What follows belongs to an exercise in optimizing a design on an open flow for small area; a production flow would make more cautious choices.
Function was checked by simulation only, so behaviour that the tests miss may differ from the original.
Power and IR drop assume default switching activity.

--- flow/config.mk ---
export PLATFORM = sky130hd
export DESIGN_NAME = vtx_rx_decoder
export DESIGN_NICKNAME = vtx_rx_decoder
export VERILOG_FILES = /design/flow/design.v
export SDC_FILE = /design/flow/constraint.sdc
export NUM_CORES = 4
export LEC_CHECK = 0
export CAP_MARGIN = 20
export CORE_MARGIN = 2
export CORE_UTILIZATION = 70
export CTS_BUF_LIST = sky130_fd_sc_hd__clkbuf_4
export SLEW_MARGIN = 20
--- flow/constraint.sdc ---
create_clock -name core_clock -period 10.0 [get_ports {clk}]
set_input_delay 2.0000 -clock core_clock [delete_from_list [all_inputs] [get_ports {clk}]]
set_output_delay 2.0000 -clock core_clock [all_outputs]
set_load 0.01 [all_outputs]
--- flow/design.v ---
module vtx_rx_decoder (
    input  wire        clk,
    input  wire        rst,           
    input  wire        proto,         
    input  wire        rx_valid,
    input  wire [7:0]  rx_data,
    output reg  [1:0]  sa_version,    
    output reg         sa_channel_vld,
    output reg  [7:0]  sa_channel,
    output reg         sa_power_vld,
    output reg  [7:0]  sa_power,
    output reg         sa_mode_vld,
    output reg  [7:0]  sa_mode,
    output reg         sa_freq_vld,
    output reg  [15:0] sa_freq,
    output reg         sa_pit_freq_vld,
    output wire [15:0] sa_pit_freq,
    output reg  [31:0] sa_bad_preamble,
    output reg  [31:0] sa_bad_length,
    output reg  [31:0] sa_crc_err,
    output reg         sa_frame_ok,   
    output reg  [7:0]  sa_frame_code,
    output reg  [15:0] tr_min_freq,
    output reg  [15:0] tr_max_freq,
    output reg  [15:0] tr_max_power,
    output reg  [15:0] tr_obs_freq,
    output reg  [15:0] tr_obs_power,
    output reg  [7:0]  tr_ctrl_flags,
    output reg         tr_obs_pit,
    output reg  [15:0] tr_act_power,
    output reg  [15:0] tr_temp,
    output reg  [31:0] tr_bad_frame,
    output reg         tr_frame_ok,   
    output wire [7:0]  tr_frame_code
);
    function [7:0] crc8_byte;
        input [7:0] c;
        input [7:0] d;
        integer i;
        reg [7:0] x;
        begin
            x = c ^ d;
            for (i = 0; i < 8; i = i + 1)
                x = x[7] ? ((x << 1) ^ 8'hD5) : (x << 1);
            crc8_byte = x;
        end
    endfunction
    localparam [7:0] CRC_PREAMBLE = 8'hB4;
    wire sa_in = rx_valid && !proto;
    wire tr_in = rx_valid &&  proto;
    reg [3:0]  sa_ph;
    reg [4:0]  sa_rem;
    reg [7:0]  sa_cmd;
    reg [7:0]  sa_crc;
    reg [7:0]  sa_s0, sa_s1, sa_s2, sa_s3, sa_s4;
    reg [14:0] sa_pit;
    assign sa_pit_freq = {1'b0, sa_pit};
    wire sa_body    = sa_ph[3];
    wire sa_last    = (sa_rem == 5'd0);
    wire sa_is_cmd  = (sa_ph == 4'd2);
    wire sa_is_len  = (sa_ph == 4'd3);
    wire sa_set_cls = (sa_cmd[7:5] == 3'd0) && (sa_cmd[2:0] == 3'd1) && !(sa_cmd[4] && sa_cmd[3]);
    wire sa_c04     = (sa_cmd == 8'h04);
    wire sa_len_bad = (rx_data[7:5] != 3'd0) || (rx_data[4] && rx_data[3:0] != 4'd0);
    wire [7:0] sa_crc_nx = crc8_byte(sa_is_cmd ? CRC_PREAMBLE : sa_crc, rx_data);
    wire sa_data_in = sa_in && sa_body && !sa_last;
    wire sa_crc_in  = sa_in && sa_body && sa_last;
    wire sa_good    = sa_crc_in && (sa_crc == rx_data);
    wire sa_full    = (sa_ph[2:0] == 3'd5);
    always @(posedge clk) begin
        if (sa_in)
            sa_crc <= sa_crc_nx;
        if (sa_in && sa_is_cmd)
            sa_cmd <= rx_data;
        if (sa_in && sa_is_len)
            sa_rem <= rx_data[4:0];
        else if (sa_data_in)
            sa_rem <= sa_rem - 5'd1;
        if (sa_data_in && sa_ph[2:0] == 3'd0) sa_s0 <= rx_data;
        if (sa_data_in && sa_ph[2:0] == 3'd1) sa_s1 <= rx_data;
        if (sa_data_in && sa_ph[2:0] == 3'd2) sa_s2 <= rx_data;
        if (sa_data_in && sa_ph[2:0] == 3'd3) sa_s3 <= rx_data;
        if (sa_data_in && sa_ph[2:0] == 3'd4) sa_s4 <= rx_data;
    end
    wire nrst      = !rst;
    wire sa_set_ok = sa_good && sa_set_cls;
    wire ld_fc     = sa_good;
    wire ld_ver    = sa_set_ok;
    wire ld_ch     = sa_set_ok && (sa_ph[2:0] != 3'd0);
    wire ld_pw     = sa_set_ok && (sa_ph[2:1] != 2'd0);
    wire ld_md     = sa_set_ok && (sa_ph[2] || sa_ph[1:0] == 2'd3);
    wire ld_fq     = sa_good && sa_full && (sa_set_cls || (sa_c04 && !sa_s3[7]));
    wire ld_pt     = sa_good && sa_full && sa_c04 && sa_s3[7];
    always @(posedge clk) begin
        sa_frame_ok     <= nrst & sa_good;
        sa_frame_code   <= (sa_cmd & {8{nrst & ld_fc}}) | (sa_frame_code & {8{nrst & !ld_fc}});
        sa_version      <= ({sa_cmd[4] | sa_cmd[3], !sa_cmd[3]} & {2{nrst & ld_ver}}) |
                           (sa_version & {2{nrst & !ld_ver}});
        sa_channel      <= (sa_s0 & {8{nrst & ld_ch}}) | (sa_channel & {8{nrst & !ld_ch}});
        sa_power        <= (sa_s1 & {8{nrst & ld_pw}}) | (sa_power & {8{nrst & !ld_pw}});
        sa_mode         <= (sa_s2 & {8{nrst & ld_md}}) | (sa_mode & {8{nrst & !ld_md}});
        sa_freq         <= ({sa_s3, sa_s4} & {16{nrst & ld_fq}}) | (sa_freq & {16{nrst & !ld_fq}});
        sa_pit          <= ({sa_s3[6:0], sa_s4} & {15{nrst & ld_pt}}) | (sa_pit & {15{nrst & !ld_pt}});
        sa_channel_vld  <= nrst & (sa_channel_vld | ld_ch);
        sa_power_vld    <= nrst & (sa_power_vld | ld_pw);
        sa_mode_vld     <= nrst & (sa_mode_vld | ld_md);
        sa_freq_vld     <= nrst & (sa_freq_vld | ld_fq);
        sa_pit_freq_vld <= nrst & (sa_pit_freq_vld | ld_pt);
    end
    always @(posedge clk) begin
        if (rst) begin
            sa_ph           <= 4'd0;
            sa_bad_preamble <= 32'd0;
            sa_bad_length   <= 32'd0;
            sa_crc_err      <= 32'd0;
        end else begin
            if (sa_in) begin
                if (sa_body) begin
                    if (sa_last)
                        sa_ph <= 4'd0;
                    else if (!sa_full)
                        sa_ph <= sa_ph + 4'd1;
                end else if (sa_ph == 4'd0) begin
                    if (rx_data == 8'hAA)
                        sa_ph <= 4'd1;
                end else if (sa_ph == 4'd1) begin
                    if (rx_data == 8'h55)
                        sa_ph <= 4'd2;
                    else
                        sa_ph <= 4'd0;
                end else if (sa_is_cmd) begin
                    sa_ph <= 4'd3;
                end else begin
                    if (sa_len_bad)
                        sa_ph <= 4'd0;
                    else
                        sa_ph <= sa_c04 ? 4'd11 : 4'd8;
                end
            end
            if (sa_in && ((sa_ph == 4'd0 && rx_data != 8'hAA) ||
                          (sa_ph == 4'd1 && rx_data != 8'h55)))
                sa_bad_preamble <= sa_bad_preamble + 32'd1;
            if (sa_in && sa_is_len && sa_len_bad)
                sa_bad_length <= sa_bad_length + 32'd1;
            if (sa_crc_in && !sa_good)
                sa_crc_err <= sa_crc_err + 32'd1;
        end
    end
    reg [3:0]  tr_cnt;
    reg [1:0]  tr_code;
    reg [7:0]  tr_sum;
    reg [63:0] tr_buf;      
    reg [1:0]  tr_fc;
    assign tr_frame_code = {1'b0, {3{tr_fc != 2'd0}}, 1'b0,
                            tr_fc == 2'd2, tr_fc != 2'd0, tr_fc == 2'd3};
    wire tr_is_r = (rx_data == 8'h72);
    wire tr_is_v = (rx_data == 8'h76);
    wire tr_is_s = (rx_data == 8'h73);
    wire tr_code_ok = tr_is_r || tr_is_v || tr_is_s;
    wire [15:0] tr_w1 = tr_buf[15:0];
    wire [15:0] tr_w2 = tr_buf[31:16];
    wire [15:0] tr_w3 = tr_buf[47:32];
    wire [15:0] tr_w4 = tr_buf[63:48];
    wire tr_end  = tr_in && (tr_cnt == 4'd15);
    wire tr_good = tr_end && (tr_code != 2'd0) && (rx_data == 8'h00);
    always @(posedge clk) begin
        if (tr_in && tr_cnt == 4'd1)
            tr_code <= {tr_is_v | tr_is_s, tr_is_r | tr_is_s};
        else if (tr_in && tr_cnt == 4'd14 && tr_sum != rx_data)
            tr_code <= 2'd0;
        if (tr_in)
            tr_sum <= (tr_cnt == 4'd1 ? 8'd0 : tr_sum) + rx_data;
        if (tr_in && tr_cnt >= 4'd2 && tr_cnt <= 4'd9)
            tr_buf <= {rx_data, tr_buf[63:8]};
    end
    wire ld_tfc = tr_good;
    wire ld_r   = tr_good && tr_code == 2'd1 && tr_w1 != 16'd0 && tr_w2 != 16'd0 && tr_w3 != 16'd0;
    wire ld_v   = tr_good && tr_code == 2'd2;
    wire ld_s   = tr_good && tr_code == 2'd3 && tr_w3 != 16'd0;
    always @(posedge clk) begin
        tr_frame_ok   <= nrst & tr_good;
        tr_fc         <= (tr_code & {2{nrst & ld_tfc}}) | (tr_fc & {2{nrst & !ld_tfc}});
        tr_min_freq   <= (tr_w1 & {16{nrst & ld_r}}) | (tr_min_freq  & {16{nrst & !ld_r}});
        tr_max_freq   <= (tr_w2 & {16{nrst & ld_r}}) | (tr_max_freq  & {16{nrst & !ld_r}});
        tr_max_power  <= (tr_w3 & {16{nrst & ld_r}}) | (tr_max_power & {16{nrst & !ld_r}});
        tr_obs_freq   <= (tr_w1 & {16{nrst & ld_v}}) | (tr_obs_freq  & {16{nrst & !ld_v}});
        tr_obs_power  <= (tr_w2 & {16{nrst & ld_v}}) | (tr_obs_power & {16{nrst & !ld_v}});
        tr_ctrl_flags <= (tr_w3[7:0] & {8{nrst & ld_v}}) | (tr_ctrl_flags & {8{nrst & !ld_v}});
        tr_obs_pit    <= ((tr_w3[15:8] != 8'd0) & nrst & ld_v) | (tr_obs_pit & nrst & !ld_v);
        tr_act_power  <= (tr_w4 & {16{nrst & ld_v}}) | (tr_act_power & {16{nrst & !ld_v}});
        tr_temp       <= (tr_w3 & {16{nrst & ld_s}}) | (tr_temp & {16{nrst & !ld_s}});
    end
    always @(posedge clk) begin
        if (rst) begin
            tr_cnt       <= 4'd0;
            tr_bad_frame <= 32'd0;
        end else begin
            if (tr_in) begin
                if ((tr_cnt == 4'd0 && rx_data != 8'h0F) ||
                    (tr_cnt == 4'd1 && !tr_code_ok))
                    tr_cnt <= 4'd0;
                else
                    tr_cnt <= tr_cnt + 4'd1;
            end
            if (tr_end && !tr_good)
                tr_bad_frame <= tr_bad_frame + 32'd1;
        end
    end
endmodule
--- flow/flow/run.sh ---
#!/bin/bash
# Layout flow: the standard ORFS flow (standard.sh), with three changes:
#  - synthesis is the standard one (synth_recipe.tcl, ORFS synth.tcl), except that
#    the final ABC technology mapping uses the area-oriented script in
#    flow/abc_area.script;
#  - the port buffers that global placement inserts use sky130_fd_sc_hd__buf_1;
#  - clock tree synthesis inserts no dummy loads, and clusters at most 10
#    flip-flops within 40 um per sky130_fd_sc_hd__clkbuf_4.
# Each tool's full output goes to ORFS's own logs under orfs/logs/, and this
# script's output to flow_run.log, all in the work folder.
set -euo pipefail
W=$(pwd)
exec > >(tee -a "$W/flow_run.log") 2>&1

# synth.tcl with the ABC script replaced (the line after the preamble is sourced)
sed '/^source \$::env(SCRIPTS_DIR)\/synth_preamble.tcl$/a set abc_args [lreplace $abc_args 1 1 '"$W"'/flow/abc_area.script]' \
    "$FLOW_HOME/scripts/synth.tcl" > "$W/own_synth_body.tcl"
grep -q "abc_area.script" "$W/own_synth_body.tcl"
sed 's#source \$::env(SCRIPTS_DIR)/synth.tcl#source '"$W"'/own_synth_body.tcl#' \
    "$W/synth_recipe.tcl" > "$W/own_synth.tcl"
grep -q "own_synth_body.tcl" "$W/own_synth.tcl"

# standard.sh with the synthesis script swapped
sed 's#SYNTH_SCRIPT=[^ ]*#SYNTH_SCRIPT='"$W"'/own_synth.tcl#' "$W/standard.sh" > "$W/own_standard.sh"
grep -q "own_synth.tcl" "$W/own_standard.sh"

export BUFFER_PORTS_ARGS="-buffer_cell sky130_fd_sc_hd__buf_1"
export CTS_ARGS="-sink_clustering_enable -repair_clock_nets -dont_use_dummy_load -buf_list sky130_fd_sc_hd__clkbuf_4 -sink_clustering_size 10 -sink_clustering_max_diameter 40"
bash "$W/own_standard.sh" finish
test -f "$W/out/final.def"
--- flow/flow/abc_area.script ---
strash
dc2
dc2
&get -n
&st
&dch -f
&nf -R 1000 -p
&put
topo
--- flow/standard.sh ---
#!/bin/bash
# synth_recipe.tcl (not shown) runs the flow's synth.tcl, then flattens the netlist and writes it again
# the make line also repeats each setting of config.mk as NAME=value (left out here)
make -C /OpenROAD-flow-scripts/flow DESIGN_CONFIG=/design/flow/config.mk WORK_HOME=/design/flow/orfs CLKGATE_MAP_FILE= SYNTH_SCRIPT=/design/flow/synth_recipe.tcl "${@:-finish}"
==> key figures, run 1 <==
Placed design
  – Post-DP HPWL: approximately 28 mm
  – Port buffer count: 338
  – Placer Congestion: between 0.8 and 0.9
  – Post-DP Area: between 15000 and 20000 um2

Floorplan
  – Starting density of the core: 0.718
  – Chip width: around 160 um
  – FP Rows: 55
  – Io pins: between 300 and 400
  – DIE AREA: 24600 um2
  – Die Height: around 160 um
  – Placeable core region: around 23000 um2

Critical path
  – Worst path arrival time: 7.47 ns
  – Critical Path Source Type: input pin
  – Worst setup EP type: flip-flop
  – Worst-path maximum fanout: 18
  – Critical path required time: between 10 and 15 ns
  – CP Class: in -> reg

Pwr
  – Peak supply drop: ~0.71 mV
  – Pleak: slightly below 0.007 uW
  – Power Dens Cells: 179 nW/um2

Clock tree
  – Post-cts hold buffer count: 0
  – Clk latency of the worst-skew pair: about 0.76 ns
  – CTS resizes: 0
  – Post-CTS setup buffers: 0
  – Bufs on Longest Clock Path: 3
  – CTS Buf Count: 54
  – H-tree levels: 2
  – CTS tree: yes
  – Clock Sinks: between 400 and 500
  – CTS Root Cell: clkbuf_4
  – Clk pin slew, worst setup/hold paths: 0.11 ns

Synth
  – Synth area leader: dfxtp_1
  – Top_reg_cell synth: dfxtp_1
  – Cell Area, Synth: around 16000 um2
  – Top cells by area, synth: dfxtp_1 40%, edfxtp_1 25%, a22o_1 9.9%, and3_1 4.5%, a21oi_1 4.3%
  – Ys async rst share: 0
  – EDFF count, synth: roughly 140
  – Synth cell count leaders: 331 x dfxtp_1, 185 x a22o_1, 140 x a21oi_1
  – Seq cells post-synth: 466
  – Cell with the most instances after synthesis: dfxtp_1
  – Mean Syn Cell Area: roughly 12 um2
  – Count of cell types in the netlist: 39
  – Register area share after synthesis: 0.653
  – Post-Synthesis Cells: about 1300
  – Ys Warns: 1
  – Share of the synthesized area in the top cell type: 0.405

Detailed routing
  – Via density: about 6.1
  – Drc violations: 0
  – Wire per inst: 19.2 um
  – DRT Pass-1 Iters: 5
  – Via Count: 12600
  – DRT iter0 DRCs: 1074
  – Final wirelength: roughly 40 mm
  – Antenna Violating Nets Remaining: 0

Final layout
  – Number of nets in the layout: roughly 1800
  – Fill count: roughly 1500
  – Area delta synth->final: 13.4%
  – Share of cells above drive strength 1: 0.0435
  – Final instance area: about 19000 um2

Timing
  – RSZ-0062 raised after global routing: no
  – Final period util: 0.688
  – Max Freq: about 150 MHz
  – Min Tclk post-route: between 6 and 7 ns
  – Worst slew margin: 0.229
  – Max Slew Vio Count: 0
  – Count of final hold-check violations: 0
  – Finish-stage setup viols: 0
  – Clock Skews: around 0.16 ns
  – Fin Setup TNS: 0 ns
  – Slew @ Worst Pin: between 1 and 1.5 ns

Global routing
  – Largest net degree at the start of global routing: 78
  – Initial antenna violation count: 1
  – Vias in the first global route: between 10000 and 15000
  – Gr usage total: 0.309
  – Grt ovf: 0
  – First-pass GRT wire length: 60.6 mm

Flow run
  – Maxcap violations: 0

Run status
  – Status: finished clean

Worst hold path
  – HP Class: reg -> reg
[registers in the layout, indices dropped and copies added, names as in the netlist, 15 cells and up]
name	flops
tr_max_power	16
tr_min_freq	16
tr_bad_frame	32
sa_crc_err	32
tr_buf	64
tr_obs_power	16
sa_bad_preamble	32
tr_temp	16
sa_pit	15
sa_freq	16
tr_obs_freq	16
tr_max_freq	16
sa_bad_length	32
tr_act_power	16
[where the power goes]
part	total [uW]	internal, uW	switching [uW]	leakage [uW]
Clock	795	248	548	0.000248
Combinational	474	217	257	0.00274
Sequential	2060	2040	19.8	0.00389
[path summary, 6_finish.rpt]
kind | to | slack [ns] | startpoint | cells past startpoint
worst max-delay path | sa_crc_err[31] | 3.12 | rx_data[4] | 24
worst min-delay path | sa_channel[0] | 0.32 | sa_s0[0] | 1
worst min register to register | sa_channel[0] | 0.32 | sa_s0[0] | 1
worst max register to register | sa_crc_err[31] | 4.73 | sa_rem[0] | 23
[through the flow]
stage | setup WS (ns) | util | cells | hold slack [ns] | power, uW
2_1_floorplan | 2.52 | - | 1348 | 0.427 | 2490
3_3_place_gp | 2.66 | 0.797 | 2007 | 0.430 | 2560
3_5_place_dp | 2.44 | 0.797 | 2007 | 0.437 | 2580
4_1_cts | 3.16 | 0.814 | 2061 | 0.319 | 3340
5_1_grt | 2.63 | 0.815 | 2062 | 0.344 | 3460
6_report | 3.12 | 0.815 | 2062 | 0.323 | 3330
[kinds of logic after synthesis]
logic type,Yosys count,synth area share
flip-flops,466,0.653
XOR/XNOR,51,0.0273
multiplexers,4,0.00245
AO/OA/AOI/OAI,361,0.156
other,1,0.000229
buffers and inverters,26,0.00734
AND/OR/NAND/NOR,416,0.137
adder cells (fa/ha/maj),21,0.0165
[critical path: stages]
cell     delay [ns]
buf_1          0.83
xnor2_1        0.20
nand4_1        0.12
nor4_1         0.61
nor3_1         0.26
and2_0         0.26
and4_1         0.23
nand3_1        0.10
nor2b_1        0.06
and2_0         0.18
and3_1         0.21
and3_1         0.20
and3_1         0.20
and3_1         0.21
and3_1         0.20
and3_1         0.21
and3_1         0.21
and3_1         0.21
and3_1         0.21
and3_1         0.21
and3_1         0.20
and2_0         0.16
o21ai_0        0.15
a21oi_1        0.05
[placed cells by master, fill, tap and decap left out, types with 40 or more instances in the layout]
cell,synthesis,final
a21oi_1,140,139
a22o_1,185,185
and3_1,118,117
buf_1,0,337
clkbuf_4,0,55
dfxtp_1,331,331
edfxtp_1,135,135
nor2_1,61,60
nor3_1,131,129
xnor2_1,40,40
[cell type report]
class                   instances  area, um2  share of cell area
clock buffers                  54        405              0.0218
inverters                      20       75.1             0.00405
flip-flops and latches        466      10700               0.576
multi-input cells             856       5620               0.303
repair buffers                352       1380              0.0742
well taps                     313        392              0.0211
diodes                          1       2.50            0.000135
[per-layer routing]
metal,vias up,global-route usage,wire length (um)
met5,-,0,0
met4,0,0.124,1400
met3,100,0.0721,3520
met2,506,0.518,19600
met1,5987,0.390,15100
li1,5988,-,-
==> inputs of run 2 (changes only) <==
--- a/flow/flow/run.sh
+++ b/flow/flow/run.sh
@@ -4,8 +4,8 @@
 #    the final ABC technology mapping uses the area-oriented script in
 #    flow/abc_area.script;
 #  - the port buffers that global placement inserts use sky130_fd_sc_hd__buf_1;
-#  - clock tree synthesis inserts no dummy loads, and clusters at most 10
-#    flip-flops within 40 um per sky130_fd_sc_hd__clkbuf_4.
+#  - clock tree synthesis inserts no dummy loads, and clusters at most 9
+#    flip-flops within 35 um per sky130_fd_sc_hd__clkbuf_4.
 # Each tool's full output goes to ORFS's own logs under orfs/logs/, and this
 # script's output to flow_run.log, all in the work folder.
 set -euo pipefail
@@ -25,6 +25,6 @@
 grep -q "own_synth.tcl" "$W/own_standard.sh"
 
 export BUFFER_PORTS_ARGS="-buffer_cell sky130_fd_sc_hd__buf_1"
-export CTS_ARGS="-sink_clustering_enable -repair_clock_nets -dont_use_dummy_load -buf_list sky130_fd_sc_hd__clkbuf_4 -sink_clustering_size 10 -sink_clustering_max_diameter 40"
+export CTS_ARGS="-sink_clustering_enable -repair_clock_nets -dont_use_dummy_load -buf_list sky130_fd_sc_hd__clkbuf_4 -sink_clustering_size 9 -sink_clustering_max_diameter 35"
 bash "$W/own_standard.sh" finish
 test -f "$W/out/final.def"
==> run 2 against run 1 <==
  * Sequential power about the same
  * Register-to-register slack better by 0.04 ns
  * First-iteration DRC count down 9.2%
  * Global-route usage increased by 0.091 points
  * Flip-flop and latch count stayed put
  * Final area up 0.24%
  * Clock-buffer cell count up 6
  * Synthesized cell count unchanged
  * Area after synthesis did not move
  * Final cell count grew 0.29%
  * Sequential share of layout area down 0.14 points
==> key figures, run 2 <==
Placed design
  – Dpl ws: 2.44 ns
  – Port buffer count: between 300 and 400
  – Placer Congestion: around 0.89
  – Post-DP HPWL: between 20 and 30 mm

Worst hold path
  – HP Class: reg -> reg
  – Hold Crit Depth: 1

Floorplan
  – Die Height: between 150 and 200 um
  – Placeable core region: 22800 um2
  – Io pins: around 340
  – Chip width: roughly 160 um
  – DIE AREA: around 25000 um2
  – FP Rows: 55
  – Starting density of the core: 0.718

Detailed routing
  – Final wirelength: about 40 mm
  – Via Count: roughly 13000
  – Via density: approximately 6.1
  – Drc violations: 0
  – DRT Pass-1 Iters: 5
  – DRT iter0 DRCs: a little under 1000
  – Wire per inst: 19.2 um
  – Antenna Violating Nets Remaining: 0

Synth
  – Post-Synthesis Cells: between 1000 and 1500
  – Synth Area in Adders: 0.0165
  – Synth area leader: dfxtp_1
  – Share of the synthesized area in the top cell type: 0.405
  – Synth Area in XOR/XNOR: 0.0273
  – Ys async rst share: 0
  – Ys Warns: 1
  – Mean Syn Cell Area: ~12 um2
  – Main combinational cell family by area after synthesis: compound AO/OA/AOI/OAI gates
  – Post-Synth Simple-Gate Area: 0.137
  – EDFF count, synth: approximately 140
  – Count of cell types in the netlist: 39
  – Top cells by area, synth: dfxtp_1 40%, edfxtp_1 25%, a22o_1 9.9%, and3_1 4.5%, a21oi_1 4.3%
  – Register area share after synthesis: 0.653
  – Mux share of post-synthesis cell area: 0.00245
  – Seq cells post-synth: around 470
  – Cell Area, Synth: between 15000 and 20000 um2
  – Cell with the most instances after synthesis: dfxtp_1
  – Synth cell count leaders: 331 x dfxtp_1, 185 x a22o_1, 140 x a21oi_1
  – Compound-Gate Fraction of Synth Area: 0.156
  – Top_reg_cell synth: dfxtp_1

Pwr
  – Pleak: between 0.006 and 0.007 uW
  – P_int: approximately 2500 uW
  – NetSw: between 800 and 900 uW
  – Sw Ratio: 0.248
  – Peak supply drop: between 0.7 and 0.8 mV
  – Power Dens Cells: around 180 nW/um2
  – Seq pwr share: 0.612
  – Combinational share of power: 0.141
  – Clk pwr share: 0.248

Timing
  – Max Slew Vio Count: 0
  – Setup ws final: between 3 and 4 ns
  – Clock Skews: 0.0935 ns
  – Min Tclk post-route: 6.86 ns
  – Max Freq: roughly 150 MHz
  – RSZ-0062 raised after global routing: no
  – Worst slew margin: 0.211
  – Finish-stage setup viols: 0
  – Tightest hold margin: approximately 0.4 ns
  – Final period util: 0.686
  – Slew @ Worst Pin: approximately 1.2 ns
  – Fin Setup TNS: 0 ns
  – Count of final hold-check violations: 0

Final layout
  – Most frequent cells in the layout: 337 x buf_1, 331 x dfxtp_1, 185 x a22o_1, 139 x a21oi_1, 135 x edfxtp_1
  – Most flop-heavy register: tr_buf
  – Number of nets in the layout: 1789
  – Number of flip-flops in the largest register: 64
  – Most common cell after layout, fill and taps aside: buf_1
  – Share of cells above drive strength 1: 0.0468
  – Area delta synth->final: 13.7%

Global routing
  – Largest net degree at the start of global routing: slightly below 80
  – Grt met3 use: 0.0743
  – Most used routing layer: met2
  – Gr usage total: 0.310
  – Grt ovf: 0
  – Initial antenna violation count: 1
  – First-pass GRT wire length: roughly 61 mm
  – GR met1 Demand/Resource: 0.387
  – Met2 usage: 0.523
  – Vias in the first global route: about 12000

Run status
  – Status: finished clean

Clock tree
  – Clk latency of the worst-skew pair: around 0.74 ns
  – Clock Sinks: around 470
  – Post-cts hold buffer count: 0
  – CTS Buf Count: 60
  – CTS Root Cell: clkbuf_4
  – Post-CTS setup buffers: 0
  – CTS resizes: 0
  – CTS tree: yes
  – H-tree levels: 2
  – Bufs on Longest Clock Path: 3
  – Clk pin slew, worst setup/hold paths: 0.09 ns

Critical path
  – Worst setup EP type: flip-flop
  – Worst-path maximum fanout: 18
  – Critical path required time: 10.61 ns
  – Worst path arrival time: between 7 and 8 ns
  – Critical Path Source Type: input pin
  – CP Class: in -> reg
  – R2R depth: 23

Flow run
  – Maxcap violations: 0
==> run 2: cell counts after synthesis <==
Identical to the previous run, type by type.
==> run 2: cell families (layout without fill, tap and decap cells) <==
logic type,Yosys count,count (layout)
DFF,466,466
and+or+nand+nor,416,416
AOI/OAI and AO/OA,361,361
xor gates and xnor gates,51,51
buffers and inverters,26,432
adders and majority gates,21,21
muxes,4,4
other,1,4
==> run 2: final timing paths <==
check              from             end  slack, ns
min            sa_s0[0]   sa_channel[0]       0.41
max          rx_data[4]  sa_crc_err[31]       3.14
max reg2reg   sa_rem[0]  sa_crc_err[31]       4.77
min reg2reg    sa_s0[0]   sa_channel[0]       0.41
==> run 2: layout make-up <==
type | instances | area, um2
well taps | 313 | 392
inverters | 20 | 75.1
diodes | 1 | 2.50
multi-input cells | 856 | 5620
flip-flops and latches | 466 | 10700
clock buffers | 60 | 450
repair buffers | 352 | 1380
fillers | 1455 | 4180
==> run 2: power groups by stage <==
stage / Sequential [uW] / Combinational [uW] / Clock, uW
final: 2060 / 474 / 834
after CTS: 2060 / 475 / 848
after detailed placement: 2100 / 473 / 0
after global placement: 2100 / 457 / 0
after global routing: 2060 / 515 / 916
after floorplan: 2100 / 390 / 0
==> run 2: routing by layer <==
| metal | wire length (um) | share of wire |
|---|---|---|
| met2 | 19500 | 0.49 |
| met1 | 15400 | 0.39 |
| met5 | 0 | 0 |
| met3 | 3480 | 0.088 |
| met4 | 1300 | 0.033 |
==> run 2: critical path: stages <==
cell and delay (ns):
buf_1 0.85, xnor2_1 0.20, nand4_1 0.12, nor4_1 0.60
nor3_1 0.25, and2_0 0.26, and4_1 0.23, nand3_1 0.10
nor2b_1 0.06, and2_0 0.18, and3_1 0.21, and3_1 0.20
and3_1 0.20, and3_1 0.21, and3_1 0.20, and3_1 0.21
and3_1 0.21, and3_1 0.21, and3_1 0.21, and3_1 0.21
and3_1 0.19, and2_0 0.16, o21ai_0 0.15, a21oi_1 0.05
==> run 2: per-stage QoR <==
step | total power (uW) | cell area, um2 | cells | utilization
6_report | 3370 | 18600 | 2068 | 0.817
3_3_place_gp | 2560 | 18100 | 2007 | 0.797
3_5_place_dp | 2580 | 18100 | 2007 | 0.797
2_1_floorplan | 2490 | 16400 | 1348 | -
5_1_grt | 3490 | 18600 | 2068 | 0.817
4_1_cts | 3380 | 18600 | 2067 | 0.816
==> inputs of run 3 (changes only) <==
==> flow/flow/abc_area.script (replaced) <==
strash
dc2
dc2
&get -n
&st
&dch -f
&nf -R 1000 -p
&put
strash
dc2
dc2
&get -n
&st
&dch -f
&nf -R 1000 -p
&put
topo
==> run 3 against run 2 <==
  * Still clean on timing, DRC and antenna
  * Area after synthesis is 0.22% lower
  * Maximum frequency is 4.0% higher
  * Combinational power is 33% lower
  * Critical path depth stayed put
  * Register-to-register slack worse by 0.04 ns
  * Clock power is 4.8% higher
  * Critical path type unchanged
  * Largest cell class unchanged
==> key figures, run 3 <==
Pwr
  – Clk pwr share: 0.272
  – Sw Ratio: 0.240
  – NetSw: around 770 uW
  – Power Dens Cells: approximately 170 nW/um2
  – Seq pwr share: 0.630
  – P_int: 2450 uW
  – Pleak: between 0.006 and 0.007 uW
  – Peak supply drop: roughly 0.31 mV
  – Combinational share of power: 0.099

Synth
  – Synth cell count leaders: 331 x dfxtp_1, 185 x a22o_1, 137 x a21oi_1
  – Synth area leader: dfxtp_1
  – Seq cells post-synth: 466
  – Share of the synthesized area in the top cell type: 0.406
  – Cell Area, Synth: 16300 um2
  – EDFF count, synth: between 100 and 150
  – Top cells by area, synth: dfxtp_1 41%, edfxtp_1 25%, a22o_1 9.9%, and3_1 4.4%, a21oi_1 4.2%
  – Ys async rst share: 0
  – Top_reg_cell synth: dfxtp_1
  – Count of cell types in the netlist: 44
  – Post-Synthesis Cells: approximately 1300
  – Register area share after synthesis: 0.654
  – Ys Warns: 1
  – Mean Syn Cell Area: ~12 um2
  – Cell with the most instances after synthesis: dfxtp_1

Critical path
  – FF-to-FF End: sa_crc_err[31]
  – R2R depth: 23
  – Critical path required time: between 10 and 15 ns
  – Worst path arrival time: between 7 and 8 ns
  – Critical Path Source Type: input pin
  – CP Class: in -> reg
  – R2r startpoint: sa_rem[0]
  – R2R setup slack: ~4.7 ns
  – Crit-path cells: buf_1 -> xnor2_1 -> nand4_1 -> nor4_1 -> nor3_1 -> and2_0 -> and4_1 -> nand3_1 -> nor2b_1 -> and2_0 -> and3_1 -> and3_1 -> and3_1 -> and3_1 -> and3_1 -> and3_1 -> and3_1 -> and3_1 -> and3_1 -> and3_1 -> and3_1 -> and2_0 -> o21ai_0 -> a21oi_1
  – Critical Path Slowest Stage Cell: buf_1
  – Worst setup EP type: flip-flop
  – Delay of the slowest cell on the worst path: 0.74 ns
  – CP dominant cell by count: and3_1
  – Worst-path maximum fanout: 18

Floorplan
  – Io pins: approximately 340
  – FP Rows: 55
  – Die Height: roughly 160 um
  – DIE AREA: approximately 25000 um2
  – Starting density of the core: 0.717
  – Chip width: about 160 um
  – Placeable core region: approximately 23000 um2

Detailed routing
  – Via Count: approximately 13000
  – Antenna Violating Nets Remaining: 0
  – DRT iter0 DRCs: slightly above 1000
  – Wire per inst: 18.7 um
  – Via density: about 6.1
  – Final wirelength: between 30 and 40 mm
  – Drc violations: 0
  – DRT Pass-1 Iters: 6

Timing
  – Max Slew Vio Count: 0
  – Slew @ Worst Pin: 1.08 ns
  – Final period util: 0.659
  – Worst slew margin: 0.273
  – Finish-stage setup viols: 0
  – Fin Setup TNS: 0 ns
  – Max Freq: between 150 and 200 MHz
  – Count of final hold-check violations: 0
  – RSZ-0062 raised after global routing: no
  – Clock Skews: 0.105 ns
  – Min Tclk post-route: 6.59 ns

Worst hold path
  – Hold_sp: sa_s1[5]
  – Hold Crit Depth: 1
  – HP Class: reg -> reg
  – Hold EP: sa_power[5]

Final layout
  – Area delta synth->final: 14.0%
  – Most flop-heavy register: tr_buf
  – Share of cells above drive strength 1: 0.0495
  – Number of flip-flops in the largest register: 64
  – Fin util: 0.817
  – Most common cell after layout, fill and taps aside: buf_1
  – Most frequent cells in the layout: 337 x buf_1, 331 x dfxtp_1, 185 x a22o_1, 137 x a21oi_1, 135 x edfxtp_1
  – Number of nets in the layout: approximately 1800

Clock tree
  – CTS Root Cell: clkbuf_4
  – Clk pin slew, worst setup/hold paths: approximately 0.09 ns
  – Clk latency of the worst-skew pair: a little over 0.7 ns
  – CTS Buf Count: 66
  – Post-cts hold buffer count: 0
  – Bufs on Longest Clock Path: 3
  – CTS resizes: 0
  – CTS tree: yes
  – H-tree levels: 3
  – Clock Sinks: about 470
  – Post-CTS setup buffers: 0

Global routing
  – Gr usage total: 0.303
  – Grt ovf: 0
  – Largest net degree at the start of global routing: between 90 and 100
  – First-pass GRT wire length: a little under 60 mm
  – Vias in the first global route: about 12000
  – Initial antenna violation count: 1

Run status
  – Status: finished clean

Placed design
  – Port buffer count: 338
  – Post-DP HPWL: about 26 mm
  – Placer Congestion: between 0.9 and 1

Flow run
  – Maxcap violations: 0
[run 3: changes by cell type after synthesis, moves of 3 or more]
cell      delta
a21oi_1      -3
and3_1       -3
nor4_1       -6
xor2_1       +3
xnor2_1     -10
nor2_1      +12
a211oi_1     +3
[run 3: power by group through the flow]
stage | logic (uW) | registers [uW] | clock network (uW)
after CTS | 319 | 2030 | 887
after floorplan | 245 | 2070 | 0
final | 318 | 2030 | 874
after detailed placement | 313 | 2070 | 0
after global routing | 355 | 2030 | 961
after global placement | 305 | 2070 | 0
[run 3: cells by family after synthesis]
logic type	synth area share
adder cells (fa/ha/maj)	0.0166
other	0.000230
buffers and inverters	0.00690
multiplexers	0.00368
AND/OR/NAND/NOR	0.138
flip-flops	0.654
XOR/XNOR	0.0236
AO/OA/AOI/OAI	0.157
[run 3: critical path, delay by kind of cell]
family                 cells  cell delay (ns)
AND/OR/NAND/NOR           20             3.97
XOR/XNOR                   1             0.22
AO/OA/AOI/OAI              2             0.20
buffers and inverters      1             0.74
[run 3: layout make-up]
cell class | instances | area (um2)
Sequential cell | 466 | 10700
Multi-Input combinational cell | 856 | 5590
Fill cell | 1432 | 4170
Timing Repair Buffer | 352 | 1380
Clock buffer | 66 | 495
Tap cell | 313 | 392
Inverter | 18 | 67.6
Antenna cell | 1 | 2.50
[run 3: how the worst max path moves through the flow]
stage,start,end,slack [ns],cells past startpoint
floorplan,rx_valid,tr_buf[0],2.52,2
global placement,rx_data[3],sa_crc_err[31],2.95,24
detailed placement,rx_data[7],sa_crc_err[31],2.80,23
CTS,rx_data[1],sa_crc_err[31],3.44,24
global route,rx_data[1],sa_crc_err[31],2.93,24
finish,rx_data[3],sa_crc_err[31],3.41,24
[run 3: per-layer routing]
| metal | part of all wire | wire, um | track usage |
|---|---|---|---|
| met5 | 0 | 0 | 0 |
| met4 | 0.031 | 1190 | 0.118 |
| met3 | 0.077 | 2960 | 0.0612 |
| met2 | 0.49 | 19000 | 0.509 |
| met1 | 0.40 | 15500 | 0.389 |
[run 3: through the flow]
step / total power (uW) / hold WS, ns / setup slack, ns / cell area (um2) / instances
after CTS: 3230 / 0.416 / 3.44 / 18600 / 2071
final: 3220 / 0.430 / 3.41 / 18600 / 2072
after global placement: 2370 / 0.430 / 2.95 / 18100 / 2005
after floorplan: 2310 / 0.427 / 2.52 / 16300 / 1346
after detailed placement: 2380 / 0.437 / 2.80 / 18100 / 2005
after global routing: 3350 / 0.448 / 2.93 / 18600 / 2072
==> inputs of run 4 (changes only) <==
--- a/flow/design.v
+++ b/flow/design.v
@@ -62,13 +62,16 @@
     wire sa_set_cls = (sa_cmd[7:5] == 3'd0) && (sa_cmd[2:0] == 3'd1) && !(sa_cmd[4] && sa_cmd[3]);
     wire sa_c04     = (sa_cmd == 8'h04);
     wire sa_len_bad = (rx_data[7:5] != 3'd0) || (rx_data[4] && rx_data[3:0] != 4'd0);
-    wire [7:0] sa_crc_nx = crc8_byte(sa_is_cmd ? CRC_PREAMBLE : sa_crc, rx_data);
+    wire sa_pre     = (sa_ph[3:1] == 3'd0);
+    wire [7:0] sa_crc_nx = crc8_byte(sa_crc, rx_data);
     wire sa_data_in = sa_in && sa_body && !sa_last;
     wire sa_crc_in  = sa_in && sa_body && sa_last;
     wire sa_good    = sa_crc_in && (sa_crc == rx_data);
     wire sa_full    = (sa_ph[2:0] == 3'd5);
     always @(posedge clk) begin
-        if (sa_in)
+        if (sa_pre)
+            sa_crc <= CRC_PREAMBLE;
+        else if (sa_in)
             sa_crc <= sa_crc_nx;
         if (sa_in && sa_is_cmd)
             sa_cmd <= rx_data;
@@ -168,8 +171,10 @@
             tr_code <= {tr_is_v | tr_is_s, tr_is_r | tr_is_s};
         else if (tr_in && tr_cnt == 4'd14 && tr_sum != rx_data)
             tr_code <= 2'd0;
-        if (tr_in)
-            tr_sum <= (tr_cnt == 4'd1 ? 8'd0 : tr_sum) + rx_data;
+        if (tr_cnt == 4'd0)
+            tr_sum <= 8'd0;
+        else if (tr_in)
+            tr_sum <= tr_sum + rx_data;
         if (tr_in && tr_cnt >= 4'd2 && tr_cnt <= 4'd9)
             tr_buf <= {rx_data, tr_buf[63:8]};
     end
==> run 4 against run 3 <==
  * Still clean
  * Die area fell by 0.83%
  * Non-clock buffer count increased by 1
  * Power fell by 11%
  * Highest routed layer unchanged
  * First-iteration DRC count is 20% higher
  * Worst setup slack got worse by 0.0017 ns
==> key figures, run 4 <==
Run status
  – Status: finished clean

Synth
  – Cell Area, Synth: about 16000 um2
  – Cell with the most instances after synthesis: dfxtp_1
  – Mean Syn Cell Area: between 10 and 15 um2
  – Register area share after synthesis: 0.650
  – Post-Synthesis Cells: around 1400
  – EDFF count, synth: 119
  – Count of cell types in the netlist: just over 40
  – Top cells by area, synth: dfxtp_1 43%, edfxtp_1 22%, a22o_1 10%, a21oi_1 4.4%, and3_1 4.1%
  – Ys async rst share: 0
  – Share of the synthesized area in the top cell type: 0.429
  – Seq cells post-synth: ~470
  – Synth area leader: dfxtp_1
  – Ys Warns: 1
  – Top_reg_cell synth: dfxtp_1
  – Synth cell count leaders: 347 x dfxtp_1, 184 x a22o_1, 141 x a21oi_1

Critical path
  – Critical Path Source Type: input pin
  – Worst path arrival time: around 7.2 ns
  – Critical path required time: ~11 ns
  – Delay of the slowest cell on the worst path: roughly 0.73 ns
  – CP dominant cell by count: and2_0
  – Crit-path cells: buf_1 -> nor2_1 -> nand2_1 -> a2111oi_0 -> nor2_1 -> and2_0 -> nand3_1 -> and4b_1 -> and2_0 -> and4_1 -> and3_1 -> and2_0 -> and4_1 -> and3_1 -> and2_0 -> and4_1 -> and3_1 -> and2_0 -> and4_1 -> and3_1 -> and2_0 -> o21ai_0 -> a21oi_1
  – Worst-path maximum fanout: 15
  – Worst setup EP type: flip-flop
  – Top delay family on crit path: simple AND/OR/NAND/NOR gates
  – CP Class: in -> reg
  – Crit path buf inv count: 1
  – Critical Path Slowest Stage Cell: a2111oi_0

Placed design
  – Post-DP HPWL: about 27 mm
  – Port buffer count: 338
  – Placed insts: 1988
  – Placer Congestion: about 0.90

Timing
  – Final period util: 0.660
  – RSZ-0062 raised after global routing: no
  – Clock Skews: 0.0527 ns
  – Min Tclk post-route: between 6 and 7 ns
  – Max Freq: ~150 MHz
  – Count of final hold-check violations: 0
  – Slew @ Worst Pin: 1.04 ns
  – Max Slew Vio Count: 0
  – Fin Setup TNS: 0 ns
  – Finish-stage setup viols: 0
  – Worst slew margin: 0.304

Flow run
  – Maxcap violations: 0

Final layout
  – Area delta synth->final: 13.7%
  – Number of flip-flops in the largest register: between 60 and 70
  – Final Non-Filler Cells: 2049
  – Most frequent cells in the layout: 347 x dfxtp_1, 337 x buf_1, 184 x a22o_1, 141 x a21oi_1, 123 x nor3_1
  – Fill count: 1443
  – Number of nets in the layout: about 1800
  – Fin util: 0.813
  – Share of cells above drive strength 1: 0.0476
  – Most flop-heavy register: tr_buf
  – Most common cell after layout, fill and taps aside: dfxtp_1

Detailed routing
  – Via density: approximately 6.2
  – Via Count: approximately 13000
  – Antenna Violating Nets Remaining: 0
  – DRT iter0 DRCs: roughly 1200
  – Wire per inst: slightly below 20 um
  – Final wirelength: ~40 mm
  – Drc violations: 0
  – DRT Pass-1 Iters: 8

Clock tree
  – H-tree levels: 2
  – Clock Sinks: about 470
  – CTS resizes: 0
  – Post-CTS setup buffers: 0
  – CTS tree: yes
  – Bufs on Longest Clock Path: 3
  – Clk latency of the worst-skew pair: about 0.7 ns
  – Clk pin slew, worst setup/hold paths: around 0.10 ns
  – CTS Root Cell: clkbuf_4
  – CTS Buf Count: 60
  – Post-cts hold buffer count: 0

Floorplan
  – Chip width: 156 um
  – Placeable core region: roughly 23000 um2
  – DIE AREA: roughly 24000 um2
  – Die Height: 156 um
  – Starting density of the core: 0.715
  – FP Rows: 55
  – Io pins: 342

Pwr
  – Pleak: a little under 0.007 uW
  – Peak supply drop: 0.107 mV
  – Power Dens Cells: around 160 nW/um2

Global routing
  – Initial antenna violation count: 1
  – Vias in the first global route: between 10000 and 15000
  – Largest net degree at the start of global routing: 84
  – Grt ovf: 0
  – Gr usage total: 0.316
  – First-pass GRT wire length: between 60 and 70 mm

Worst hold path
  – HP Class: reg -> reg
## run 4: stage by stage
step                      instance area, um2  setup slack [ns]  hold slack (ns)  total power [uW]
after floorplan                        16200              1.91            0.427              2040
final                                  18400              3.40            0.440              2880
after global placement                 17900              2.97            0.432              2080
after detailed placement               17900              2.79            0.438              2080
after global routing                   18400              2.99            0.445              2980
after CTS                              18400              3.55            0.432              2880
## run 4: power breakdown
part	switching [uW]	internal (uW)	leakage, uW
clock	559	274	0.000276
sequential	8.78	1940	0.00387
combinational	70.0	27.1	0.00275
## run 4: logic make-up after synthesis
logic type               after synthesis  share of synthesized area
flip-flops                           466                      0.650
AND/OR/NAND/NOR                      418                      0.139
AO/OA/AOI/OAI                        388                      0.167
XOR/XNOR                              36                     0.0195
adder cells (fa/ha/maj)               21                     0.0167
buffers and inverters                 20                    0.00603
multiplexers                           4                    0.00247
other                                  1                   0.000232
## run 4: cell type report
type | count | area, um2 | share of cell area
tap | 285 | 357 | 0.0194
inverter | 14 | 52.6 | 0.00285
antenna | 1 | 2.50 | 0.000136
sequential | 466 | 10500 | 0.571
timing repair buffer | 353 | 1410 | 0.0763
multi-input combinational | 870 | 5620 | 0.305
clock buffer | 60 | 450 | 0.0245
## run 4: per-layer routing
| layer | GRT usage | routed length [um] |
|---|---|---|
| met4 | 0.118 | 1170 |
| met2 | 0.536 | 19300 |
| met5 | 0 | 0 |
| met1 | 0.403 | 15900 |
| met3 | 0.0678 | 3210 |
## run 4: path summary, 6_finish.rpt
kind,startpoint,endpoint,slack (ns),cells after the start
setup reg to reg,sa_ph[0],sa_bad_length[31],4.63,21
hold reg to reg,sa_s2[2],sa_mode[2],0.44,1
hold / removal,sa_s2[2],sa_mode[2],0.44,1
setup / recovery,rx_data[1],sa_bad_length[31],3.40,23
==> inputs of run 5 (changes only) <==
--- a/flow/design.v
+++ b/flow/design.v
@@ -79,11 +79,21 @@
             sa_rem <= rx_data[4:0];
         else if (sa_data_in)
             sa_rem <= sa_rem - 5'd1;
-        if (sa_data_in && sa_ph[2:0] == 3'd0) sa_s0 <= rx_data;
-        if (sa_data_in && sa_ph[2:0] == 3'd1) sa_s1 <= rx_data;
-        if (sa_data_in && sa_ph[2:0] == 3'd2) sa_s2 <= rx_data;
-        if (sa_data_in && sa_ph[2:0] == 3'd3) sa_s3 <= rx_data;
-        if (sa_data_in && sa_ph[2:0] == 3'd4) sa_s4 <= rx_data;
+    end
+    wire [4:0] sa_at;
+    assign sa_at[0] = (sa_ph[2:0] == 3'd0);
+    assign sa_at[1] = (sa_ph[2:0] == 3'd1);
+    assign sa_at[2] = (sa_ph[2:0] == 3'd2);
+    assign sa_at[3] = (sa_ph[2:0] == 3'd3);
+    assign sa_at[4] = (sa_ph[2:0] == 3'd4);
+    wire [4:0] sa_s_ld = {5{sa_data_in}} & sa_at;
+    wire [4:0] sa_s_hd = ~({5{sa_in}} & sa_at);
+    always @(posedge clk) begin
+        sa_s0 <= (rx_data & {8{sa_s_ld[0]}}) | (sa_s0 & {8{sa_s_hd[0]}});
+        sa_s1 <= (rx_data & {8{sa_s_ld[1]}}) | (sa_s1 & {8{sa_s_hd[1]}});
+        sa_s2 <= (rx_data & {8{sa_s_ld[2]}}) | (sa_s2 & {8{sa_s_hd[2]}});
+        sa_s3 <= (rx_data & {8{sa_s_ld[3]}}) | (sa_s3 & {8{sa_s_hd[3]}});
+        sa_s4 <= (rx_data & {8{sa_s_ld[4]}}) | (sa_s4 & {8{sa_s_hd[4]}});
     end
     wire nrst      = !rst;
     wire sa_set_ok = sa_good && sa_set_cls;
@@ -175,9 +185,11 @@
             tr_sum <= 8'd0;
         else if (tr_in)
             tr_sum <= tr_sum + rx_data;
-        if (tr_in && tr_cnt >= 4'd2 && tr_cnt <= 4'd9)
-            tr_buf <= {rx_data, tr_buf[63:8]};
-    end
+    end
+    wire tr_sh_ld = tr_in && tr_cnt[3:1] != 3'd0 && tr_cnt <= 4'd9;
+    wire tr_sh_hd = !tr_in || tr_cnt >= 4'd10;
+    always @(posedge clk)
+        tr_buf <= ({rx_data, tr_buf[63:8]} & {64{tr_sh_ld}}) | (tr_buf & {64{tr_sh_hd}});
     wire ld_tfc = tr_good;
     wire ld_r   = tr_good && tr_code == 2'd1 && tr_w1 != 16'd0 && tr_w2 != 16'd0 && tr_w3 != 16'd0;
     wire ld_v   = tr_good && tr_code == 2'd2;
==> run 5 against run 4 <==
  * Combinational power increased by 39%
  * Flip-flop and latch count unchanged
  * Final area decreased by 0.71%
  * Sequential power decreased by 4%
  * Register-to-register slack improved by 0.08 ns
  * Die area decreased by 0.84%
  * Critical endpoint unchanged
  * Maximum frequency decreased by 1.0%
==> key figures, run 5 <==
Floorplan
  – Chip width: approximately 160 um
  – Io pins: about 340
  – Placeable core region: about 23000 um2
  – DIE AREA: approximately 24000 um2
  – Starting density of the core: 0.711
  – Die Height: 155 um
  – FP Rows: 55

Timing
  – Finish-stage setup viols: 0
  – RSZ-0062 raised after global routing: no
  – Slew @ Worst Pin: 1.02 ns
  – Min Tclk post-route: 6.66 ns
  – Worst slew margin: 0.322
  – Max Slew Vio Count: 0
  – Clock Skews: a little under 0.07 ns
  – Count of final hold-check violations: 0
  – Max Freq: between 150 and 200 MHz
  – Final period util: 0.666
  – Fin Setup TNS: 0 ns

Clock tree
  – CTS Root Cell: clkbuf_4
  – Clock Sinks: about 470
  – Clk latency of the worst-skew pair: 0.72 ns
  – Post-CTS setup buffers: 0
  – H-tree levels: 2
  – Post-cts hold buffer count: 0
  – CTS resizes: 0
  – CTS tree: yes
  – CTS Buf Count: 61
  – Clk pin slew, worst setup/hold paths: approximately 0.090 ns
  – Bufs on Longest Clock Path: 3

Worst hold path
  – Hold Crit Depth: 1
  – HP Class: reg -> reg
  – Hold EP: sa_mode[2]
  – Hold_sp: sa_s2[2]

Detailed routing
  – Via density: roughly 6.4
  – Antenna Violating Nets Remaining: 0
  – Drc violations: 0
  – DRT iter0 DRCs: approximately 1000
  – DRT Pass-1 Iters: 7
  – Wire per inst: approximately 19 um
  – Final wirelength: 40.6 mm
  – Via Count: 13700

Final layout
  – FF+latch area: between 9000 and 10000 um2
  – Most flop-heavy register: tr_buf
  – Number of flip-flops in the largest register: 64
  – Multi-input gate area in the final layout: about 6500 um2
  – Number of nets in the layout: ~1900
  – Most common cell after layout, fill and taps aside: dfxtp_1
  – Fill count: ~1600
  – Share of cells above drive strength 1: 0.0453
  – Area delta synth->final: 13.9%
  – Most frequent cells in the layout: 451 x dfxtp_1, 337 x buf_1, 288 x a22o_1, 148 x a21oi_1, 130 x nor3_1
  – Final Non-Filler Cells: 2164

Critical path
  – Crit-path cells: buf_1 -> nor2_1 -> nand2_1 -> a2111oi_0 -> nor2_1 -> and2_0 -> and4_1 -> and3_1 -> and3_1 -> and3_1 -> and3_1 -> and3_1 -> and3_1 -> and3_1 -> and3_1 -> and3_1 -> and3_1 -> and3_1 -> and3_1 -> and3_1 -> and3_1 -> nor3_1
  – CP dominant cell by count: and3_1
  – Critical path required time: 10.65 ns
  – Critical path origin: rx_data[0]
  – R2R setup slack: ~4.7 ns
  – Critical path depth: 22
  – R2r startpoint: sa_ph[0]
  – Worst path arrival time: 7.31 ns
  – Top delay family on crit path: simple AND/OR/NAND/NOR gates
  – Critical Path Source Type: input pin
  – Worst-path maximum fanout: 14
  – CP Class: in -> reg
  – FF-to-FF End: sa_bad_length[31]
  – Critical Path Slowest Stage Cell: a2111oi_0
  – Crit path buf inv count: 1
  – R2R depth: 20
  – Delay of the slowest cell on the worst path: about 0.70 ns
  – Worst setup EP type: flip-flop

Synth
  – Cell with the most instances after synthesis: dfxtp_1
  – Top_reg_cell synth: dfxtp_1
  – Mean Syn Cell Area: roughly 11 um2
  – Post-Synthesis Cells: between 1000 and 1500
  – Register area share after synthesis: 0.591
  – Ys async rst share: 0
  – Share of the synthesized area in the top cell type: 0.563
  – Seq cells post-synth: ~470
  – Synth cell count leaders: 451 x dfxtp_1, 288 x a22o_1, 148 x a21oi_1
  – Count of cell types in the netlist: 40
  – Ys Warns: 1
  – EDFF count, synth: 15
  – Synth area leader: dfxtp_1
  – Cell Area, Synth: around 16000 um2
  – Top cells by area, synth: dfxtp_1 56%, a22o_1 16%, a21oi_1 4.6%, and3_1 4.5%, nor3_1 4.1%

Global routing
  – Gr usage total: 0.316
  – First-pass GRT wire length: 62.9 mm
  – Grt ovf: 0
  – Vias in the first global route: 12300
  – Largest net degree at the start of global routing: 65
  – Initial antenna violation count: 1

Placed design
  – Post-DP HPWL: 28.1 mm
  – Placer Congestion: 0.887
  – Port buffer count: 338
  – Placed insts: between 2000 and 2500

Flow run
  – Maxcap violations: 0

Pwr
  – Power Total: about 2800 uW
  – Power Dens Cells: 156 nW/um2
  – Pleak: 0.00719 uW
  – Peak supply drop: 0.147 mV

Run status
  – Status: finished clean
==> run 5: cell count changes in the layout (fill, tap and decap cells not counted), moves of 4 or more <==
cell      change
nor2b_1       -8
and4_1        -4
a22o_1      +104
nor2_1        +6
a31oi_1       -5
nor3_1        +7
a21oi_1       +7
edfxtp_1    -104
and2_0        -4
and3_1        +8
dfxtp_1     +104
o21a_1        -4
==> run 5: worst reg2reg max path: stages, from the launching register on <==
cell and delay (ns):
dfxtp_1 0.49, nand2_1 0.17, or4_1 0.70, nor2_1 0.43, and2_0 0.25, and4_1 0.25, and3_1 0.21, and3_1 0.20
and3_1 0.20, and3_1 0.20, and3_1 0.21, and3_1 0.20, and3_1 0.20, and3_1 0.20, and3_1 0.21, and3_1 0.20
and3_1 0.21, and3_1 0.22, and3_1 0.22, and3_1 0.16, nor3_1 0.04
==> run 5: how the worst max path moves through the flow <==
stage	to	slack, ns
2_1_floorplan	tr_obs_pit	3.10
3_3_place_gp	sa_bad_length[31]	2.93
3_5_place_dp	sa_bad_length[31]	2.72
4_1_cts	sa_bad_length[31]	3.47
5_1_grt	sa_bad_length[31]	2.98
6_report	sa_bad_length[31]	3.34
==> run 5: power breakdown <==
| group | leakage (uW) | switching, uW | internal [uW] |
|---|---|---|---|
| registers | 0.00377 | 4.57 | 1870 |
| clock network | 0.000281 | 562 | 278 |
| logic | 0.00314 | 93.2 | 42.0 |
| total | 0.00719 | 660 | 2190 |
==> run 5: layout make-up <==
| type | instances | share of cell area |
|---|---|---|
| sequential | 466 | 0.519 |
| multi-input combinational | 981 | 0.356 |
| timing repair buffer | 355 | 0.0773 |
| clock buffer | 61 | 0.0251 |
| tap | 285 | 0.0195 |
| inverter | 15 | 0.00308 |
| antenna | 1 | 0.000137 |
==> run 5: per-layer routing <==
| layer | track usage | vias to the layer above | wire length [um] |
|---|---|---|---|
| li1 | - | 6477 | - |
| met1 | 0.412 | 6576 | 17000 |
| met2 | 0.526 | 572 | 19200 |
| met3 | 0.0510 | 119 | 2810 |
| met4 | 0.130 | 0 | 1530 |
| met5 | 0 | - | 0 |
==> run 5: kinds of logic (layout without fill, tap and decap cells) <==
logic type,Yosys count,count (layout),share of synthesized area
AOI/OAI and AO/OA,493,493,0.224
xor gates and xnor gates,38,38,0.0207
adders and majority gates,21,21,0.0168
buffers and inverters,21,431,0.00631
DFF,466,466,0.591
muxes,4,4,0.00250
other,1,4,0.000234
and+or+nand+nor,422,422,0.138
==> run 5: per-stage QoR <==
step	hold slack (ns)	worst slack, ns	utilization	cell area (um2)
final	0.449	3.34	0.810	18300
after global routing	0.471	2.98	0.810	18300
after CTS	0.434	3.47	0.808	18200
after detailed placement	0.441	2.72	0.788	17800
after global placement	0.438	2.93	0.788	17800
after floorplan	0.430	3.10	-	16100
==> inputs of run 6 (changes only) <==
--- a/flow/flow/run.sh
+++ b/flow/flow/run.sh
@@ -1,8 +1,9 @@
 #!/bin/bash
-# Layout flow: the standard ORFS flow (standard.sh), with three changes:
+# Layout flow: the standard ORFS flow (standard.sh), with four changes:
 #  - synthesis is the standard one (synth_recipe.tcl, ORFS synth.tcl), except that
 #    the final ABC technology mapping uses the area-oriented script in
-#    flow/abc_area.script;
+#    flow/abc_area.script, and the adders are left to ABC instead of being
+#    mapped to the platform's adder cells first;
 #  - the port buffers that global placement inserts use sky130_fd_sc_hd__buf_1;
 #  - clock tree synthesis inserts no dummy loads, and clusters at most 9
 #    flip-flops within 35 um per sky130_fd_sc_hd__clkbuf_4.
@@ -20,8 +21,9 @@
     "$W/synth_recipe.tcl" > "$W/own_synth.tcl"
 grep -q "own_synth_body.tcl" "$W/own_synth.tcl"
 
-# standard.sh with the synthesis script swapped
-sed 's#SYNTH_SCRIPT=[^ ]*#SYNTH_SCRIPT='"$W"'/own_synth.tcl#' "$W/standard.sh" > "$W/own_standard.sh"
+# standard.sh with the synthesis script swapped, and without the platform's
+# adder mapping (ADDER_MAP_FILE empty), so ABC maps the adders with the rest
+sed 's#SYNTH_SCRIPT=[^ ]*#SYNTH_SCRIPT='"$W"'/own_synth.tcl ADDER_MAP_FILE=#' "$W/standard.sh" > "$W/own_standard.sh"
 grep -q "own_synth.tcl" "$W/own_standard.sh"
 
 export BUFFER_PORTS_ARGS="-buffer_cell sky130_fd_sc_hd__buf_1"
==> run 6 against run 5 <==
  * Flip-flop and latch count is the same
  * Register-to-register slack lost 1.4 ns
  * Worst hold slack gained 0.014 ns
  * Area after synthesis shrank 3.4%
  * Combinational power shrank 33%
  * Die area shrank 3.3%
  * Largest cell class unchanged
  * Clock-buffer cell count shrank 1
  * Clock power shrank 0.7%
==> key figures, run 6 <==
Run status
  – Status: finished clean

Critical path
  – R2R setup slack: 3.33 ns
  – Top delay family on crit path: simple AND/OR/NAND/NOR gates
  – Worst-path maximum fanout: 13
  – R2R depth: 25
  – Critical path required time: around 11 ns
  – CP Class: in -> reg
  – Critical Path Slowest Stage Cell: or2_0
  – FF-to-FF End: sa_bad_length[31]
  – Delay of the slowest cell on the worst path: ~0.4 ns
  – Critical Path Source Type: input pin
  – Crit path buf inv count: 1
  – CP dominant cell by count: and3_1
  – R2r startpoint: sa_ph[0]
  – Worst setup EP type: flip-flop
  – Worst path arrival time: 8.41 ns

Synth
  – Post-Synthesis Cells: approximately 1400
  – Ys async rst share: 0
  – Synth area leader: dfxtp_1
  – Cell with the most instances after synthesis: dfxtp_1
  – Synth cell count leaders: 451 x dfxtp_1, 287 x a22o_1, 111 x nor2_1
  – Mean Syn Cell Area: around 11 um2
  – Ys Warns: 1
  – Top_reg_cell synth: dfxtp_1
  – Seq cells post-synth: between 400 and 500
  – Top cells by area, synth: dfxtp_1 58%, a22o_1 16%, a21oi_1 3.4%, o21ai_0 3.2%, edfxtp_1 2.9%
  – Count of cell types in the netlist: 38
  – Register area share after synthesis: 0.611
  – EDFF count, synth: 15
  – Share of the synthesized area in the top cell type: 0.582
  – Cell Area, Synth: between 15000 and 20000 um2

Clock tree
  – CTS resizes: 0
  – Clk pin slew, worst setup/hold paths: 0.10 ns
  – CTS Buf Count: 60
  – Clk latency of the worst-skew pair: around 0.74 ns
  – CTS tree: yes
  – Bufs on Longest Clock Path: 3
  – H-tree levels: 2
  – Post-CTS setup buffers: 0
  – CTS Root Cell: clkbuf_4
  – Post-cts hold buffer count: 0
  – Clock Sinks: 466

Global routing
  – Gr usage total: 0.323
  – GR met1 Demand/Resource: 0.421
  – Initial antenna violation count: 1
  – Largest net degree at the start of global routing: 88
  – First-pass GRT wire length: between 60 and 70 mm
  – Most used routing layer: met2
  – Grt met3 use: 0.0570
  – Vias in the first global route: roughly 12000
  – Met2 usage: 0.536
  – Grt ovf: 0

Final layout
  – Number of nets in the layout: about 1800
  – Most common cell after layout, fill and taps aside: dfxtp_1
  – Most flop-heavy register: tr_buf
  – Number of flip-flops in the largest register: 64
  – Fin util: 0.814
  – Share of cells above drive strength 1: 0.0474
  – Final Non-Filler Cells: roughly 2100
  – Area delta synth->final: 14.2%
  – Fill count: approximately 1400
  – Most frequent cells in the layout: 451 x dfxtp_1, 337 x buf_1, 287 x a22o_1, 108 x nor2_1, 104 x a21oi_1

Detailed routing
  – DRT iter0 DRCs: approximately 1000
  – Drc violations: 0
  – Wire per inst: roughly 19 um
  – Via density: around 6.2
  – Final wirelength: roughly 39 mm
  – DRT Pass-1 Iters: 5
  – Via Count: 13100
  – Antenna Violating Nets Remaining: 0

Timing
  – Clock Skews: 0.0667 ns
  – Setup ws final: between 2 and 2.5 ns
  – RSZ-0062 raised after global routing: no
  – Slew @ Worst Pin: between 1 and 1.5 ns
  – Max Slew Vio Count: 0
  – Min Tclk post-route: about 8 ns
  – Worst slew margin: 0.268
  – Count of final hold-check violations: 0
  – Fin Setup TNS: 0 ns
  – Max Freq: 127 MHz
  – Finish-stage setup viols: 0
  – Final period util: 0.787

Floorplan
  – DIE AREA: approximately 23000 um2
  – Placeable core region: around 22000 um2
  – Chip width: approximately 150 um
  – FP Rows: 54
  – Io pins: approximately 340
  – Starting density of the core: 0.713
  – Die Height: roughly 150 um

Worst hold path
  – Hold_sp: sa_s0[0]
  – Hold EP: sa_channel[0]
  – Hold Crit Depth: 1
  – HP Class: reg -> reg

Flow run
  – Maxcap violations: 0

Placed design
  – Placed insts: 2034
  – Port buffer count: about 340
  – Post-DP HPWL: around 27 mm
  – Dpl ws: ~1.5 ns
  – Placer Congestion: 0.888

Pwr
  – Pleak: 0.00673 uW
  – Power Total: about 2800 uW
  – Peak supply drop: roughly 0.11 mV
  – Power Dens Cells: about 160 nW/um2
==> run 6: changes by cell type in the layout (fill, tap and decap cells not counted), sizes merged, moves of 13 or more <==
cell    previous run  this run
clkinv            15         2
nor3             131        60
and3             115        49
and2              15        47
nor2              73       111
a21oi            148       104
o21ai             37        99
ha                20         0
==> run 6: area by class of cell <==
| type | count | area [um2] | area share |
|---|---|---|---|
| multi-input cells | 931 | 6020 | 0.340 |
| flip-flops and latches | 466 | 9480 | 0.536 |
| diodes | 1 | 2.50 | 0.000141 |
| well taps | 280 | 350 | 0.0198 |
| inverters | 3 | 11.3 | 0.000636 |
| repair buffers | 354 | 1390 | 0.0785 |
| clock buffers | 60 | 450 | 0.0254 |
==> run 6: cells by family (layout without fill, tap and decap cells) <==
kind of cell           count (synthesis)  count (layout)  share of synthesized area
AO/OA/AOI/OAI                        514             514                      0.239
other                                  1               4                   0.000242
flip-flops                           466             466                      0.611
buffers and inverters                  9             417                    0.00363
AND/OR/NAND/NOR                      376             376                      0.124
XOR/XNOR                              38              38                     0.0215
==> run 6: report_power, final <==
part / internal, uW / switching (uW)
combinational: 25.4 / 65.4
sequential: 1870 / 4.30
clock: 274 / 559
total: 2170 / 629
==> run 6: per-stage QoR <==
step | cell area [um2] | hold WS [ns]
finish | 17700 | 0.463
CTS | 17700 | 0.471
global route | 17700 | 0.486
detailed placement | 17200 | 0.457
global placement | 17200 | 0.437
floorplan | 15500 | 0.431
==> run 6: worst max path at each step <==
stage / slack (ns) / start / cells after the start / endpoint
detailed placement: 1.53 / proto / 28 / sa_bad_length[31]
global placement: 1.94 / proto / 28 / sa_bad_length[31]
floorplan: 2.59 / proto / 27 / sa_bad_length[31]
CTS: 2.25 / proto / 28 / sa_bad_length[31]
global route: 1.48 / proto / 28 / sa_bad_length[31]
finish: 2.13 / proto / 28 / sa_bad_length[31]
==> run 6: per-layer routing <==
metal	up-vias	part of all wire
li1	6174	-
met5	-	0
met3	120	0.077
met2	575	0.48
met4	0	0.041
met1	6193	0.41

==> port drivers added, routing unchanged <==
In the flow no input, the clock included, has a driving cell. The finished layouts below were timed again as built, in two steps.
Step 1 (the two cells are an assumption about what drives the block):
set clk [get_ports {clk}]
set_driving_cell -lib_cell sky130_fd_sc_hd__clkbuf_16 $clk
set_driving_cell -lib_cell sky130_fd_sc_hd__buf_2 [delete_from_list [all_inputs] $clk]
Step 2, shift: input delay + t, output delay - t, t = (earliest + latest rising clock arrival at the registers) / 2. This alone moves slack from input paths to output paths.
Three values: ideal, step 1, step 2; two values: the first two.
run	t (ns)	slack for setup (ns)	worst setup path after step 2	clock arrival spread, ns	slew at the worst register clock pin (ns)
run 1	0.726	3.125 / 3.143 / 2.417	input to register	0.159 / 0.159	0.12 / 0.12
run 2	0.737	3.142 / 3.159 / 2.422	input to register	0.094 / 0.094	0.10 / 0.10
run 3	0.709	3.405 / 3.422 / 2.713	input to register	0.106 / 0.106	0.10 / 0.10
run 4	0.724	3.404 / 3.427 / 2.703	input to register	0.063 / 0.063	0.10 / 0.10
run 5	0.736	3.335 / 3.359 / 2.624	input to register	0.075 / 0.075	0.10 / 0.10
run 6	0.748	2.126 / 2.143 / 1.394	input to register	0.067 / 0.067	0.10 / 0.10
After both steps every run listed still meets setup and hold. For run 6, which loses most, drivers alone change the setup slack by +0.017 ns; drivers and shift together by -0.732 ns.
